Background: an optimization exercise with open tools, aiming at small area, a short achievable clock period and few clock cycles. Do not read the settings as production practice.
RTL that was checked went through simulation tests only; none was proved equivalent to the original.
The flow treats the clock pin as an ideal source, which a real chip does not have.
Power figures rest on the tool's default switching activity, not on a simulated workload.

==> delta <==
==> flow/design.v <==
module mansos_demod (
    input  wire        clk,
    input  wire        rst,           
    input  wire        start,         
    output wire        raw_re,        
    output wire [6:0]  raw_addr,
    input  wire [7:0]  raw_rdata,
    output wire        busy,
    output reg         done,          
    output reg  [2:0]  result,
    output wire [1:0]  halt_state,
    output wire [3:0]  bit_len,
    output wire [6:0]  bit_count,
    output reg  [3:0]  nbytes,
    output wire [63:0] frame_out
);
    localparam [1:0] S_PRE = 2'd0, S_DELIM = 2'd1, S_DATA = 2'd2;
    localparam [2:0] R_VALID = 3'd1, R_EXHAUSTED = 3'd2, R_BAD_DELIM = 3'd3,
                     R_LENGTH = 3'd5, R_CHECKSUM = 3'd6;
    reg        run;           
    reg        boot;          
    reg        setl;          
    reg [10:0] rd;            
    reg [7:0]  ra;            
    reg [3:0]  wb;            
    reg        rv;            
    reg [31:0] win;           
    reg [3:0]  L;
    reg [1:0]  state;
    reg        pol, locked;
    reg [1:0]  cnt;
    reg [4:0]  ds;            
    reg [63:0] sr;            
    reg [6:0]  bit_idx;
    reg [2:0]  zr;
    reg [15:0] crc;
    reg        crc_pend;      
    reg [3:0]  oh_b;          
    reg [7:0]  oh_o;          
    reg        re_q;          
    assign busy       = run;
    assign halt_state = state;
    assign bit_len    = L;
    assign bit_count  = bit_idx;
    genvar g;
    generate
        for (g = 0; g < 8; g = g + 1) begin : g_frame
            assign frame_out[8*g +: 8] = sr[63-8*g -: 8];
        end
    endgenerate
    assign raw_re   = re_q;
    assign raw_addr = ra[6:0];
    reg [21:0] w22;
    reg [14:0] r;
    integer q, u;
    always @* begin
        for (q = 0; q < 22; q = q + 1) begin
            w22[q] = 1'b0;
            for (u = 0; u < 4; u = u + 1)
                w22[q] = w22[q] | (oh_b[u] & win[(8*u + q) % 32]);
        end
        for (q = 0; q < 15; q = q + 1) begin
            r[q] = 1'b0;
            for (u = 0; u < 8; u = u + 1)
                r[q] = r[q] | (oh_o[u] & w22[q + u]);
        end
    end
    function [4:0] therm5(input [4:0] x);
        integer a, b;
        reg [4:0] y;
        reg hi, lo;
        begin
            y = x;
            for (a = 0; a < 5; a = a + 1)
                for (b = 0; b < 4 - a; b = b + 1) begin
                    hi = y[b] | y[b+1];
                    lo = y[b] & y[b+1];
                    y[b]   = hi;
                    y[b+1] = lo;
                end
            therm5 = y;           
        end
    endfunction
    wire [9:0] lmask;
    genvar gk;
    generate
        for (gk = 0; gk < 10; gk = gk + 1) begin : g_mask
            assign lmask[gk] = (gk < L);
        end
    endgenerate
    wire [9:0] m  = r[9:0] & lmask;
    wire [5:0] ta = {therm5(m[4:0]), 1'b1};    
    wire [5:0] tb = {therm5(m[9:5]), 1'b1};
    wire [2:0] thr = L[3:1] + {2'd0, L[0]};    
    reg vote;
    always @* begin
        case (thr)
            3'd2:    vote = ta[2] | (ta[1] & tb[1]) | tb[2];
            3'd3:    vote = ta[3] | (ta[2] & tb[1]) | (ta[1] & tb[2]) | tb[3];
            3'd4:    vote = ta[4] | (ta[3] & tb[1]) | (ta[2] & tb[2]) | (ta[1] & tb[3]) | tb[4];
            default: vote = ta[5] | (ta[4] & tb[1]) | (ta[3] & tb[2]) | (ta[2] & tb[3])
                          | (ta[1] & tb[4]) | tb[5];
        endcase
    end
    wire first = r[0];
    wire past  = r[L];
    reg [7:0] is4, ge3;
    integer i;
    always @* begin
        for (i = 0; i < 8; i = i + 1) begin
            is4[i] = (r[4+i] == pol) && (r[5+i] == pol) && (r[6+i] != pol) && (r[7+i] != pol);
            ge3[i] = ((r[4+i] == pol) && (r[5+i] == pol) && ((r[6+i] != pol) || (r[7+i] != pol)))
                  || ((r[6+i] != pol) && (r[7+i] != pol) && ((r[4+i] == pol) || (r[5+i] == pol)));
        end
    end
    wire hi31 = &rd[9:5];
    wire fast = !locked && !rd[10] && !hi31;
    reg [7:0] esel;
    always @* begin
        esel = 8'd0;
        if      (is4[0]) esel[0] = 1'b1;
        else if (is4[1]) esel[1] = 1'b1;
        else if (is4[2]) esel[2] = 1'b1;
        else if (is4[3]) esel[3] = 1'b1;
        else if (is4[4]) esel[4] = 1'b1;
        else if (ge3[0]) esel[0] = 1'b1;
        else if (ge3[1]) esel[1] = 1'b1;
        else if (ge3[2]) esel[2] = 1'b1;
        else if (ge3[3]) esel[3] = 1'b1;
        else if (ge3[4]) esel[4] = 1'b1;
        else if (fast && ge3[5]) esel[5] = 1'b1;
        else if (fast && ge3[6]) esel[6] = 1'b1;
        else if (fast && ge3[7]) esel[7] = 1'b1;
    end
    wire e_found = |esel;
    wire [4:0] dist5  = rd[4:0] - ds;
    wire [3:0] new_l  = dist5[4] ? {2'b01, dist5[3:2]} : {2'b10, dist5[3:2]};
    wire       len_ok = !(!dist5[4] && dist5[3] && dist5[2]);
    wire [4:0] lo0   = {1'b0, rd[3:0]};
    wire [6:0] hi_p1 = rd[10:4] + 7'd1;
    wire [4:0] lo_lm = lo0 + {1'b0, L} - 5'd1;
    wire [4:0] lo_l  = lo0 + {1'b0, L};
    wire [4:0] lo_lp = lo0 + {1'b0, L} + 5'd1;
    wire [4:0] lo_8  = lo0 + 5'd8;
    wire [4:0] lo_s  = lo0 + {1'b0, new_l};
    wire [4:0] lo_n  = fast ? lo0 + 5'd4 : lo0 + 5'd1;
    function [10:0] nxt(input [4:0] lo, input [10:0] cur, input [6:0] hp);
        nxt = {lo[4] ? hp : cur[10:4], lo[3:0]};
    endfunction
    wire [10:0] n_lm = nxt(lo_lm, rd, hi_p1);
    wire [10:0] n_l  = nxt(lo_l,  rd, hi_p1);
    wire [10:0] n_lp = nxt(lo_lp, rd, hi_p1);
    wire [10:0] n_8  = nxt(lo_8,  rd, hi_p1);
    wire [10:0] n_s  = nxt(lo_s,  rd, hi_p1);
    wire [10:0] n_n  = nxt(lo_n,  rd, hi_p1);
    wire [10:0] n_0  = rd;
    reg [4:0] lo_edge;
    reg [4:0] lo_j;
    integer j;
    always @* begin
        lo_edge = 5'd0;
        for (j = 0; j < 8; j = j + 1) begin
            lo_j    = lo0 + 5'd6 + j[4:0];
            lo_edge = lo_edge | ({5{esel[j]}} & lo_j);
        end
    end
    wire [10:0] n_e = {lo_edge[4] ? hi_p1 : rd[10:4], lo_edge[3:0]};
    wire [4:0]  p5  = {rd[4] ^ lo_edge[4], lo_edge[3:0]};    
    reg [7:0] m1, m2;
    always @* begin
        case (L)
            4'd4:    begin m1 = 8'b1111_0000; m2 = 8'b0000_0000; end
            4'd5:    begin m1 = 8'b1111_1000; m2 = 8'b0000_0000; end
            4'd6:    begin m1 = 8'b1111_1100; m2 = 8'b0000_0000; end
            4'd7:    begin m1 = 8'b1111_1110; m2 = 8'b0000_0000; end
            4'd9:    begin m1 = 8'b1111_1111; m2 = 8'b1000_0000; end
            4'd10:   begin m1 = 8'b1111_1111; m2 = 8'b1100_0000; end
            default: begin m1 = 8'b1111_1111; m2 = 8'b0000_0000; end
        endcase
    end
    wire c1 = |(m1 & oh_o);
    wire c2 = |(m2 & oh_o);
    wire lcarry = rd[3] ? c1 : c2;                     
    wire exh_pre = rd[10];
    wire exh_del = rd[10] || (hi31 && (rd[4:0] >= 5'd13));
    wire exh_dat = rd[10] || (hi31 && rd[4] && lcarry);
    reg  exh;
    always @* begin
        case (state)
            S_PRE:   exh = exh_pre;
            S_DELIM: exh = exh_del;
            default: exh = exh_dat;
        endcase
    end
    wire [3:0] nwin = wb - rd[6:3];                 
    wire nge1 = !nwin[3] && (nwin[2:0] != 3'd0);
    wire nge2 = !nwin[3] && (nwin[2] | nwin[1]);
    wire nge3 = !nwin[3] && (nwin[2] | (nwin[1] & nwin[0]));
    wire d_two = fast ? (oh_o[0] | oh_o[1]) : (|oh_o[4:0]);
    reg  data_ok;
    always @* begin
        case (state)
            S_PRE:   data_ok = nge1;
            S_DELIM: data_ok = d_two ? nge2 : nge3;
            default: data_ok = c2 ? nge3 : (c1 ? nge2 : nge1);
        endcase
    end
    function [15:0] crc_byte(input [15:0] c0, input [7:0] d);
        integer t;
        reg [15:0] c;
        begin
            c = c0 ^ {8'd0, d};
            for (t = 0; t < 8; t = t + 1)
                c = c[0] ? ((c >> 1) ^ 16'h8408) : (c >> 1);
            crc_byte = c;
        end
    endfunction
    wire [15:0] crc_upd = crc_byte(crc, sr[7:0]);
    wire        crc_ok  = crc_pend ? (crc_upd == 16'd0) : (crc == 16'd0);
    function [3:0] dec4(input [1:0] x);
        dec4 = 4'd1 << x;
    endfunction
    function [7:0] dec8(input [2:0] x);
        dec8 = 8'd1 << x;
    endfunction
    wire acc_start = !run && start && !rst;
    wire stepok    = run && !setl && !exh && data_ok;
    reg [10:0] n_v1, n_v0;
    always @* begin
        if (state == S_PRE) begin
            n_v1 = n_0;
            n_v0 = n_8;
        end else begin
            n_v1 = first ? n_l : (!past ? n_lm : n_lp);
            n_v0 = !first ? n_l : (past ? n_lm : n_lp);
        end
    end
    wire [10:0] n_del  = e_found ? n_e : (locked ? n_0 : n_n);
    wire [10:0] n_step = (state == S_DELIM) ? n_del : (vote ? n_v1 : n_v0);
    wire [10:0] n_w    = stepok ? n_step : ((setl && len_ok) ? n_s : n_0);
    wire [10:0] rd_w  = run ? n_w : 11'd0;
    wire       ends = setl ? !len_ok
                    : (exh || (data_ok && (
                          (state == S_DELIM && locked && !e_found)
                       || (state == S_DATA && ((zr != 3'd4) ? (bit_idx == 7'd79) : !vote)))));
    wire       run_w = acc_start || (run && !rst && !ends);
    wire [7:0] ra_w  = ra + {7'd0, raw_re};
    wire [3:0] ra_m4 = ra_w[3:0] - 4'd4;
    wire       re_w  = !run || !run_w || (!ra_w[7] && (rd_w[6:3] != ra_m4));
    wire store = (zr != 3'd4);      
    always @(posedge clk) begin
        done <= 1'b0;
        if (rst) begin
            run  <= 1'b0;
            boot <= 1'b0;
            re_q <= 1'b1;
        end else begin
            run  <= run_w;
            boot <= acc_start;
            re_q <= re_w;
            done <= run && ends;
        end
        rv <= raw_re;
        if (rv)
            win[{wb[1:0], 3'b000} +: 8] <= raw_rdata;
        rd   <= rd_w;
        oh_b <= dec4(rd_w[4:3]);
        oh_o <= dec8(rd_w[2:0]);
        if (!run_w)
            ra <= 8'd0;
        else if (!run)
            ra <= 8'd1;           
        else
            ra <= ra_w;
        if (run)
            wb <= wb + {3'b0, rv};
        else
            wb <= 4'd0;
        if (crc_pend) crc <= crc_upd;
        crc_pend <= 1'b0;
        if (!run) begin
            setl   <= 1'b0;
            pol    <= 1'b1;
            locked <= 1'b0;
            cnt    <= 2'd0;
            zr     <= 3'd0;
            crc    <= 16'd0;
        end else if (boot) begin
            nbytes  <= 4'd0;
            L       <= 4'd8;
            state   <= S_PRE;
            bit_idx <= 7'd0;
        end else if (setl) begin
            setl <= 1'b0;
            if (len_ok) begin
                L     <= new_l;
                state <= S_DATA;
            end else begin
                result <= R_BAD_DELIM;
            end
        end else if (exh) begin
            result <= R_EXHAUSTED;
        end else if (data_ok) begin
            case (state)
            S_PRE: begin
                if (vote)
                    state <= S_DELIM;
            end
            S_DELIM: begin
                if (e_found) begin
                    pol <= ~pol;
                    if (!locked) begin
                        locked <= 1'b1;
                        ds     <= p5;
                    end else begin
                        cnt <= cnt + 2'd1;
                        if (cnt == 2'd3)
                            setl <= 1'b1;
                    end
                end else if (locked) begin
                    result <= R_BAD_DELIM;
                end
            end
            default: begin   
                zr <= vote ? 3'd0 : zr + 3'd1;
                if (store) begin
                    if (!bit_idx[6]) begin
                        sr <= {sr[62:0], vote};
                        crc_pend <= (bit_idx[2:0] == 3'd7);
                    end
                    bit_idx <= bit_idx + 7'd1;
                    if (bit_idx == 7'd79) begin
                        result <= R_LENGTH;
                        nbytes <= 4'd10;
                    end
                end else if (!vote) begin
                    nbytes <= bit_idx[6:3];
                    if (bit_idx[6:3] != 4'd8)
                        result <= R_LENGTH;
                    else if (!crc_ok)
                        result <= R_CHECKSUM;
                    else
                        result <= R_VALID;
                end
            end
            endcase
        end
    end
endmodule
==> flow/flow/run.sh <==
#!/bin/bash
set -euo pipefail
export REPAIR_MARGIN="$(cat flow/margin.txt)"
bash standard.sh synth > log_1_synth.txt 2>&1
bash standard.sh place > log_2_place.txt 2>&1
STAGE=place openroad -no_init -exit flow/repair.tcl > log_3_repair_place.txt 2>&1
bash standard.sh cts > log_4_cts.txt 2>&1
STAGE=cts openroad -no_init -exit flow/repair.tcl > log_5_repair_cts.txt 2>&1
bash standard.sh > log_6_finish.txt 2>&1
==> flow/flow/margin.txt <==
10.2 10.05
==> flow/flow/repair.tcl <==
# Setup repair at a tighter slack target on the placed (or clock-tree)
# database, then legalize; written back in place for the next ORFS step.
set res [pwd]/orfs/results/sky130hd/mansos_demod/base
set stage $::env(STAGE)
if { $stage == "place" } {
  set odb 3_place.odb
  set sdc 3_place.sdc
} else {
  set odb 4_cts.odb
  set sdc 4_cts.sdc
}
read_liberty $::env(FLOW_HOME)/platforms/sky130hd/lib/sky130_fd_sc_hd__tt_025C_1v80.lib
read_db $res/$odb
read_sdc $res/$sdc
source $::env(FLOW_HOME)/platforms/sky130hd/setRC.tcl
set_dont_use [get_lib_cells {sky130_fd_sc_hd__probe* sky130_fd_sc_hd__lpflow*}]
if { $stage == "cts" } {
  set_propagated_clock [all_clocks]
}
estimate_parasitics -placement
report_design_area
report_worst_slack -max
report_worst_slack -min
if { $stage == "place" } {
  set margin [lindex $::env(REPAIR_MARGIN) 0]
} else {
  set margin [lindex $::env(REPAIR_MARGIN) 1]
}
# -repair_tns 0: work on the worst path only, which sets the period
repair_timing -setup -setup_margin $margin -repair_tns 0 -skip_gate_cloning -verbose
detailed_placement
estimate_parasitics -placement
if { $stage == "cts" } {
  repair_timing -hold -hold_margin 0.05 -verbose
  detailed_placement
  estimate_parasitics -placement
}
check_placement
report_design_area
report_worst_slack -max
report_worst_slack -min
write_db $res/$odb
==> flow/standard.sh <==
#!/bin/bash
# synth_recipe.tcl (not shown) runs the flow's synth.tcl, then flattens the netlist and writes it again
# the make line also repeats each setting of config.mk as NAME=value (left out here)
make -C /OpenROAD-flow-scripts/flow DESIGN_CONFIG=/design/flow/config.mk WORK_HOME=/design/flow/orfs CLKGATE_MAP_FILE= SYNTH_SCRIPT=/design/flow/synth_recipe.tcl "${@:-finish}"
==> flow/config.mk <==
export PLATFORM = sky130hd
export DESIGN_NAME = mansos_demod
export DESIGN_NICKNAME = mansos_demod
export VERILOG_FILES = /design/flow/design.v
export SDC_FILE = /design/flow/constraint.sdc
export NUM_CORES = 4
export LEC_CHECK = 0
export ABC_AREA = 1
export CAP_MARGIN = 20
export CORE_MARGIN = 2
export CORE_UTILIZATION = 55
export SLEW_MARGIN = 20
==> flow/constraint.sdc <==
create_clock -name core_clock -period 14.0 [get_ports {clk}]
set_input_delay 2.8000 -clock core_clock [delete_from_list [all_inputs] [get_ports {clk}]]
set_output_delay 2.8000 -clock core_clock [all_outputs]
set_load 0.01 [all_outputs]
==> quartz: changes against delta <==
--- a/flow/design.v
+++ b/flow/design.v
@@ -12,5 +12,5 @@
     output wire [3:0]  bit_len,
     output wire [6:0]  bit_count,
-    output reg  [3:0]  nbytes,
+    output wire [3:0]  nbytes,
     output wire [63:0] frame_out
 );
@@ -23,5 +23,5 @@
     reg [10:0] rd;            
     reg [7:0]  ra;            
-    reg [3:0]  wb;            
+    reg [1:0]  wb;            
     reg        rv;            
     reg [31:0] win;           
@@ -39,8 +39,10 @@
     reg [7:0]  oh_o;          
     reg        re_q;          
+    reg [2:0]  nwin;          
     assign busy       = run;
     assign halt_state = state;
     assign bit_len    = L;
     assign bit_count  = bit_idx;
+    assign nbytes     = (result[2] || result == R_VALID) ? bit_idx[6:3] : 4'd0;
     genvar g;
     generate
@@ -145,41 +147,41 @@
     wire [4:0] lo_s  = lo0 + {1'b0, new_l};
     wire [4:0] lo_n  = fast ? lo0 + 5'd4 : lo0 + 5'd1;
-    function [10:0] nxt(input [4:0] lo, input [10:0] cur, input [6:0] hp);
-        nxt = {lo[4] ? hp : cur[10:4], lo[3:0]};
+    function [12:0] nxt(input [4:0] lo, input [10:0] cur, input [6:0] hp);
+        nxt = {lo[4:3] - {1'b0, cur[3]}, lo[4] ? hp : cur[10:4], lo[3:0]};
     endfunction
-    wire [10:0] n_lm = nxt(lo_lm, rd, hi_p1);
-    wire [10:0] n_l  = nxt(lo_l,  rd, hi_p1);
-    wire [10:0] n_lp = nxt(lo_lp, rd, hi_p1);
-    wire [10:0] n_8  = nxt(lo_8,  rd, hi_p1);
-    wire [10:0] n_s  = nxt(lo_s,  rd, hi_p1);
-    wire [10:0] n_n  = nxt(lo_n,  rd, hi_p1);
-    wire [10:0] n_0  = rd;
+    wire [12:0] n_lm = nxt(lo_lm, rd, hi_p1);
+    wire [12:0] n_l  = nxt(lo_l,  rd, hi_p1);
+    wire [12:0] n_lp = nxt(lo_lp, rd, hi_p1);
+    wire [12:0] n_8  = nxt(lo_8,  rd, hi_p1);
+    wire [12:0] n_s  = nxt(lo_s,  rd, hi_p1);
+    wire [12:0] n_n  = nxt(lo_n,  rd, hi_p1);
+    wire [12:0] n_0  = {2'b00, rd};
     reg [4:0] lo_edge;
+    reg [1:0] cr_edge;
     reg [4:0] lo_j;
     integer j;
     always @* begin
         lo_edge = 5'd0;
+        cr_edge = 2'd0;
         for (j = 0; j < 8; j = j + 1) begin
             lo_j    = lo0 + 5'd6 + j[4:0];
             lo_edge = lo_edge | ({5{esel[j]}} & lo_j);
+            cr_edge = cr_edge | ({2{esel[j]}} & (lo_j[4:3] - {1'b0, rd[3]}));
         end
     end
-    wire [10:0] n_e = {lo_edge[4] ? hi_p1 : rd[10:4], lo_edge[3:0]};
+    wire [12:0] n_e = {cr_edge, lo_edge[4] ? hi_p1 : rd[10:4], lo_edge[3:0]};
     wire [4:0]  p5  = {rd[4] ^ lo_edge[4], lo_edge[3:0]};    
-    reg [7:0] m1, m2;
+    reg lcarry;                                       
     always @* begin
         case (L)
-            4'd4:    begin m1 = 8'b1111_0000; m2 = 8'b0000_0000; end
-            4'd5:    begin m1 = 8'b1111_1000; m2 = 8'b0000_0000; end
-            4'd6:    begin m1 = 8'b1111_1100; m2 = 8'b0000_0000; end
-            4'd7:    begin m1 = 8'b1111_1110; m2 = 8'b0000_0000; end
-            4'd9:    begin m1 = 8'b1111_1111; m2 = 8'b1000_0000; end
-            4'd10:   begin m1 = 8'b1111_1111; m2 = 8'b1100_0000; end
-            default: begin m1 = 8'b1111_1111; m2 = 8'b0000_0000; end
+            4'd4:    lcarry = (rd[3:0] >= 4'd12);
+            4'd5:    lcarry = (rd[3:0] >= 4'd11);
+            4'd6:    lcarry = (rd[3:0] >= 4'd10);
+            4'd7:    lcarry = (rd[3:0] >= 4'd9);
+            4'd8:    lcarry = rd[3];
+            4'd9:    lcarry = (rd[3:0] >= 4'd7);
+            default: lcarry = (rd[3:0] >= 4'd6);
         endcase
     end
-    wire c1 = |(m1 & oh_o);
-    wire c2 = |(m2 & oh_o);
-    wire lcarry = rd[3] ? c1 : c2;                     
     wire exh_pre = rd[10];
     wire exh_del = rd[10] || (hi31 && (rd[4:0] >= 5'd13));
@@ -193,15 +195,29 @@
         endcase
     end
-    wire [3:0] nwin = wb - rd[6:3];                 
-    wire nge1 = !nwin[3] && (nwin[2:0] != 3'd0);
-    wire nge2 = !nwin[3] && (nwin[2] | nwin[1]);
-    wire nge3 = !nwin[3] && (nwin[2] | (nwin[1] & nwin[0]));
-    wire d_two = fast ? (oh_o[0] | oh_o[1]) : (|oh_o[4:0]);
-    reg  data_ok;
+    wire [2:0] o = rd[2:0];
+    reg  [1:0] need_b;      
     always @* begin
         case (state)
-            S_PRE:   data_ok = nge1;
-            S_DELIM: data_ok = d_two ? nge2 : nge3;
-            default: data_ok = c2 ? nge3 : (c1 ? nge2 : nge1);
+            S_PRE:   need_b = 2'd1;
+            S_DELIM: need_b = (fast ? (o <= 3'd1) : (o <= 3'd4)) ? 2'd2 : 2'd3;
+            default: begin
+                case (L)
+                    4'd4:    need_b = (o >= 3'd4) ? 2'd2 : 2'd1;
+                    4'd5:    need_b = (o >= 3'd3) ? 2'd2 : 2'd1;
+                    4'd6:    need_b = (o >= 3'd2) ? 2'd2 : 2'd1;
+                    4'd7:    need_b = (o >= 3'd1) ? 2'd2 : 2'd1;
+                    4'd8:    need_b = 2'd2;
+                    4'd9:    need_b = (o == 3'd7) ? 2'd3 : 2'd2;
+                    default: need_b = (o >= 3'd6) ? 2'd3 : 2'd2;
+                endcase
+            end
+        endcase
+    end
+    reg data_ok;
+    always @* begin
+        case (need_b)
+            2'd1:    data_ok = |nwin;
+            2'd2:    data_ok = nwin[2] | nwin[1];
+            default: data_ok = nwin[2] | (nwin[1] & nwin[0]);
         endcase
     end
@@ -226,5 +242,5 @@
     wire acc_start = !run && start && !rst;
     wire stepok    = run && !setl && !exh && data_ok;
-    reg [10:0] n_v1, n_v0;
+    reg [12:0] n_v1, n_v0;
     always @* begin
         if (state == S_PRE) begin
@@ -236,8 +252,9 @@
         end
     end
-    wire [10:0] n_del  = e_found ? n_e : (locked ? n_0 : n_n);
-    wire [10:0] n_step = (state == S_DELIM) ? n_del : (vote ? n_v1 : n_v0);
-    wire [10:0] n_w    = stepok ? n_step : ((setl && len_ok) ? n_s : n_0);
-    wire [10:0] rd_w  = run ? n_w : 11'd0;
+    wire [12:0] n_del  = e_found ? n_e : (locked ? n_0 : n_n);
+    wire [12:0] n_step = (state == S_DELIM) ? n_del : (vote ? n_v1 : n_v0);
+    wire [12:0] n_w    = stepok ? n_step : ((setl && len_ok) ? n_s : n_0);
+    wire [10:0] rd_w  = run ? n_w[10:0] : 11'd0;
+    wire [1:0]  crossed = n_w[12:11];
     wire       ends = setl ? !len_ok
                     : (exh || (data_ok && (
@@ -246,6 +263,10 @@
     wire       run_w = acc_start || (run && !rst && !ends);
     wire [7:0] ra_w  = ra + {7'd0, raw_re};
-    wire [3:0] ra_m4 = ra_w[3:0] - 4'd4;
-    wire       re_w  = !run || !run_w || (!ra_w[7] && (rd_w[6:3] != ra_m4));
+    wire [2:0] nwin_a  = nwin + {2'd0, rv};
+    wire [2:0] nwin_1  = nwin_a - 3'd1;
+    wire [2:0] nwin_2  = nwin_a - 3'd2;
+    wire [2:0] nwin_w  = crossed[1] ? nwin_2 : (crossed[0] ? nwin_1 : nwin_a);
+    wire [2:0] full_c  = nwin_a + {2'd0, raw_re} - 3'd4;
+    wire       re_w  = !run || !run_w || (!ra_w[7] && ({1'b0, crossed} != full_c));
     wire store = (zr != 3'd4);      
     always @(posedge clk) begin
@@ -273,8 +294,11 @@
         else
             ra <= ra_w;
-        if (run)
-            wb <= wb + {3'b0, rv};
-        else
-            wb <= 4'd0;
+        if (run) begin
+            wb   <= wb + {1'b0, rv};
+            nwin <= nwin_w;
+        end else begin
+            wb   <= 2'd0;
+            nwin <= 3'd0;
+        end
         if (crc_pend) crc <= crc_upd;
         crc_pend <= 1'b0;
@@ -287,5 +311,4 @@
             crc    <= 16'd0;
         end else if (boot) begin
-            nbytes  <= 4'd0;
             L       <= 4'd8;
             state   <= S_PRE;
@@ -330,10 +353,7 @@
                     end
                     bit_idx <= bit_idx + 7'd1;
-                    if (bit_idx == 7'd79) begin
+                    if (bit_idx == 7'd79)
                         result <= R_LENGTH;
-                        nbytes <= 4'd10;
-                    end
                 end else if (!vote) begin
-                    nbytes <= bit_idx[6:3];
                     if (bit_idx[6:3] != 4'd8)
                         result <= R_LENGTH;
--- a/flow/flow/run.sh
+++ b/flow/flow/run.sh
@@ -1,5 +1,5 @@
 #!/bin/bash
 set -euo pipefail
-export REPAIR_MARGIN="$(cat flow/margin.txt)"
+export REPAIR_MARGIN=$(cat flow/margin.txt)
 bash standard.sh synth > log_1_synth.txt 2>&1
 bash standard.sh place > log_2_place.txt 2>&1
==> flow/flow/margin.txt (replaced) <==
10
--- a/flow/flow/repair.tcl
+++ b/flow/flow/repair.tcl
@@ -22,11 +22,5 @@
 report_worst_slack -max
 report_worst_slack -min
-if { $stage == "place" } {
-  set margin [lindex $::env(REPAIR_MARGIN) 0]
-} else {
-  set margin [lindex $::env(REPAIR_MARGIN) 1]
-}
-# -repair_tns 0: work on the worst path only, which sets the period
-repair_timing -setup -setup_margin $margin -repair_tns 0 -skip_gate_cloning -verbose
+repair_timing -setup -setup_margin $::env(REPAIR_MARGIN) -skip_gate_cloning -verbose
 detailed_placement
 estimate_parasitics -placement
Settings changed: ABC_AREA 1 to unset, CORE_UTILIZATION 55 to 40.
==> yarrow: changes against delta <==
--- a/flow/design.v
+++ b/flow/design.v
@@ -12,5 +12,5 @@
     output wire [3:0]  bit_len,
     output wire [6:0]  bit_count,
-    output reg  [3:0]  nbytes,
+    output wire [3:0]  nbytes,
     output wire [63:0] frame_out
 );
@@ -43,4 +43,5 @@
     assign bit_len    = L;
     assign bit_count  = bit_idx;
+    assign nbytes     = (result[2] || result == R_VALID) ? bit_idx[6:3] : 4'd0;
     genvar g;
     generate
@@ -287,5 +288,4 @@
             crc    <= 16'd0;
         end else if (boot) begin
-            nbytes  <= 4'd0;
             L       <= 4'd8;
             state   <= S_PRE;
@@ -330,10 +330,7 @@
                     end
                     bit_idx <= bit_idx + 7'd1;
-                    if (bit_idx == 7'd79) begin
+                    if (bit_idx == 7'd79)
                         result <= R_LENGTH;
-                        nbytes <= 4'd10;
-                    end
                 end else if (!vote) begin
-                    nbytes <= bit_idx[6:3];
                     if (bit_idx[6:3] != 4'd8)
                         result <= R_LENGTH;
--- a/flow/flow/run.sh
+++ b/flow/flow/run.sh
@@ -1,5 +1,5 @@
 #!/bin/bash
 set -euo pipefail
-export REPAIR_MARGIN="$(cat flow/margin.txt)"
+export REPAIR_MARGIN=$(cat flow/margin.txt)
 bash standard.sh synth > log_1_synth.txt 2>&1
 bash standard.sh place > log_2_place.txt 2>&1
==> flow/flow/margin.txt (replaced) <==
9
--- a/flow/flow/repair.tcl
+++ b/flow/flow/repair.tcl
@@ -22,11 +22,5 @@
 report_worst_slack -max
 report_worst_slack -min
-if { $stage == "place" } {
-  set margin [lindex $::env(REPAIR_MARGIN) 0]
-} else {
-  set margin [lindex $::env(REPAIR_MARGIN) 1]
-}
-# -repair_tns 0: work on the worst path only, which sets the period
-repair_timing -setup -setup_margin $margin -repair_tns 0 -skip_gate_cloning -verbose
+repair_timing -setup -setup_margin $::env(REPAIR_MARGIN) -skip_gate_cloning -verbose
 detailed_placement
 estimate_parasitics -placement
Settings changed: ABC_AREA 1 to unset, CORE_UTILIZATION 55 to 40.
==> raven: changes against delta <==
Settings changed: CORE_UTILIZATION 55 to 40.
==> comparison <==
- yarrow completed with no timing, DRC or antenna violations. raven went through all stages and came out clean. quartz completed without violations. delta completed with no timing, DRC or antenna violations.
- Between delta and raven, the lower sequential share of layout area is in raven (gap 0.40 points).
- In critical path depth, delta and raven do not differ.
- In yarrow the sequential power is higher than in delta, by about 8%.
- Routed wire length, lowest first: yarrow, delta, raven, quartz.
- The lowest clock skew belongs to yarrow, the highest to delta.
- Combinational power is about the same in raven and delta.
- The lowest power belongs to quartz, the highest to yarrow.
==> figures <==
|  | raven | quartz | yarrow | delta |
|---|---|---|---|---|
| Sum of routed wire length over all layers | 38600 um | 47700 um | 36200 um | 37800 um |
| Largest net degree at the start of global routing | 65 | 38 | 66 | 62 |
| Combinational fraction of design power | 0.606 | 0.629 | 0.615 | 0.610 |
| Endpoint of the worst-slack reg-to-reg timing path | re_q | nwin[2] | re_q | re_q |
| Inverter count | 241 | 83 | 81 | 241 |
| Complex-gate fraction of the synthesized area | 0.113 | 0.264 | 0.254 | 0.113 |
| Crit. Startpoint | bit_idx[1] | oh_b[0] | win[5] | sr[0] |
| Share of power burned in registers | 0.243 | 0.221 | 0.246 | 0.243 |
| Initial cell density of the core | 0.404 | 0.404 | 0.404 | 0.558 |
| Result of the run | timing/DRC/antenna clean | timing/DRC/antenna clean | timing/DRC/antenna clean | timing/DRC/antenna clean |
| Max-Slew Margin vs Limit | 0.467 | 0.242 | 0.336 | 0.436 |
| Num rows | 67 | 68 | 65 | 57 |
| Number of flip-flops and latches in the synthesized netlist | 186 | 183 | 182 | 186 |
| Number of distinct standard cells referenced by the synthesized netlist | 55 | 94 | 96 | 55 |
| Worst R2R Setup Slack | 9.77 ns | 9.37 ns | 8.95 ns | 9.77 ns |
| Met3 demand-to-capacity share in global routing | 0.0444 | 0.0423 | 0.0323 | 0.0478 |
Testbench counts of delta, summed over its fixed seeds: cycles 36,561.
Testbench counts of yarrow, summed over its fixed seeds: cycles 36,561.
Testbench counts of raven, summed over its fixed seeds: cycles 36,561.
No functional check of the RTL was part of quartz.

port drivers added, routing unchanged:
The flow's constraints put no driver on any port. The routed layouts listed below were extracted and timed again, unchanged, in two steps.
Step 1 assumes that a clkbuf_16 drives the clock port and a buf_2 every other input.
Step 2 times the ports against the registers' clock, not the clock port: input delays grow and output delays shrink by t, the midpoint of the rising clock arrivals with the driver on.
a / b / c = ideal ports / drivers / drivers and shift; a / b = the first two.
run | shift t [ns] | slack for setup (ns) | hold slack, ns | cell pins on the clock port's net
delta | 0.483 | 9.754 / 9.705 / 9.767 | 0.416 / 0.416 / 0.416 | 1
quartz | 0.497 | 9.365 / 9.365 / 9.365 | 0.405 / 0.405 / 0.405 | 1
yarrow | 0.486 | 8.955 / 8.955 / 8.955 | 0.388 / 0.388 / 0.388 | 1
raven | 0.495 | 9.733 / 9.683 / 9.765 | 0.417 / 0.417 / 0.417 | 1
After both steps every run listed still meets setup and hold.
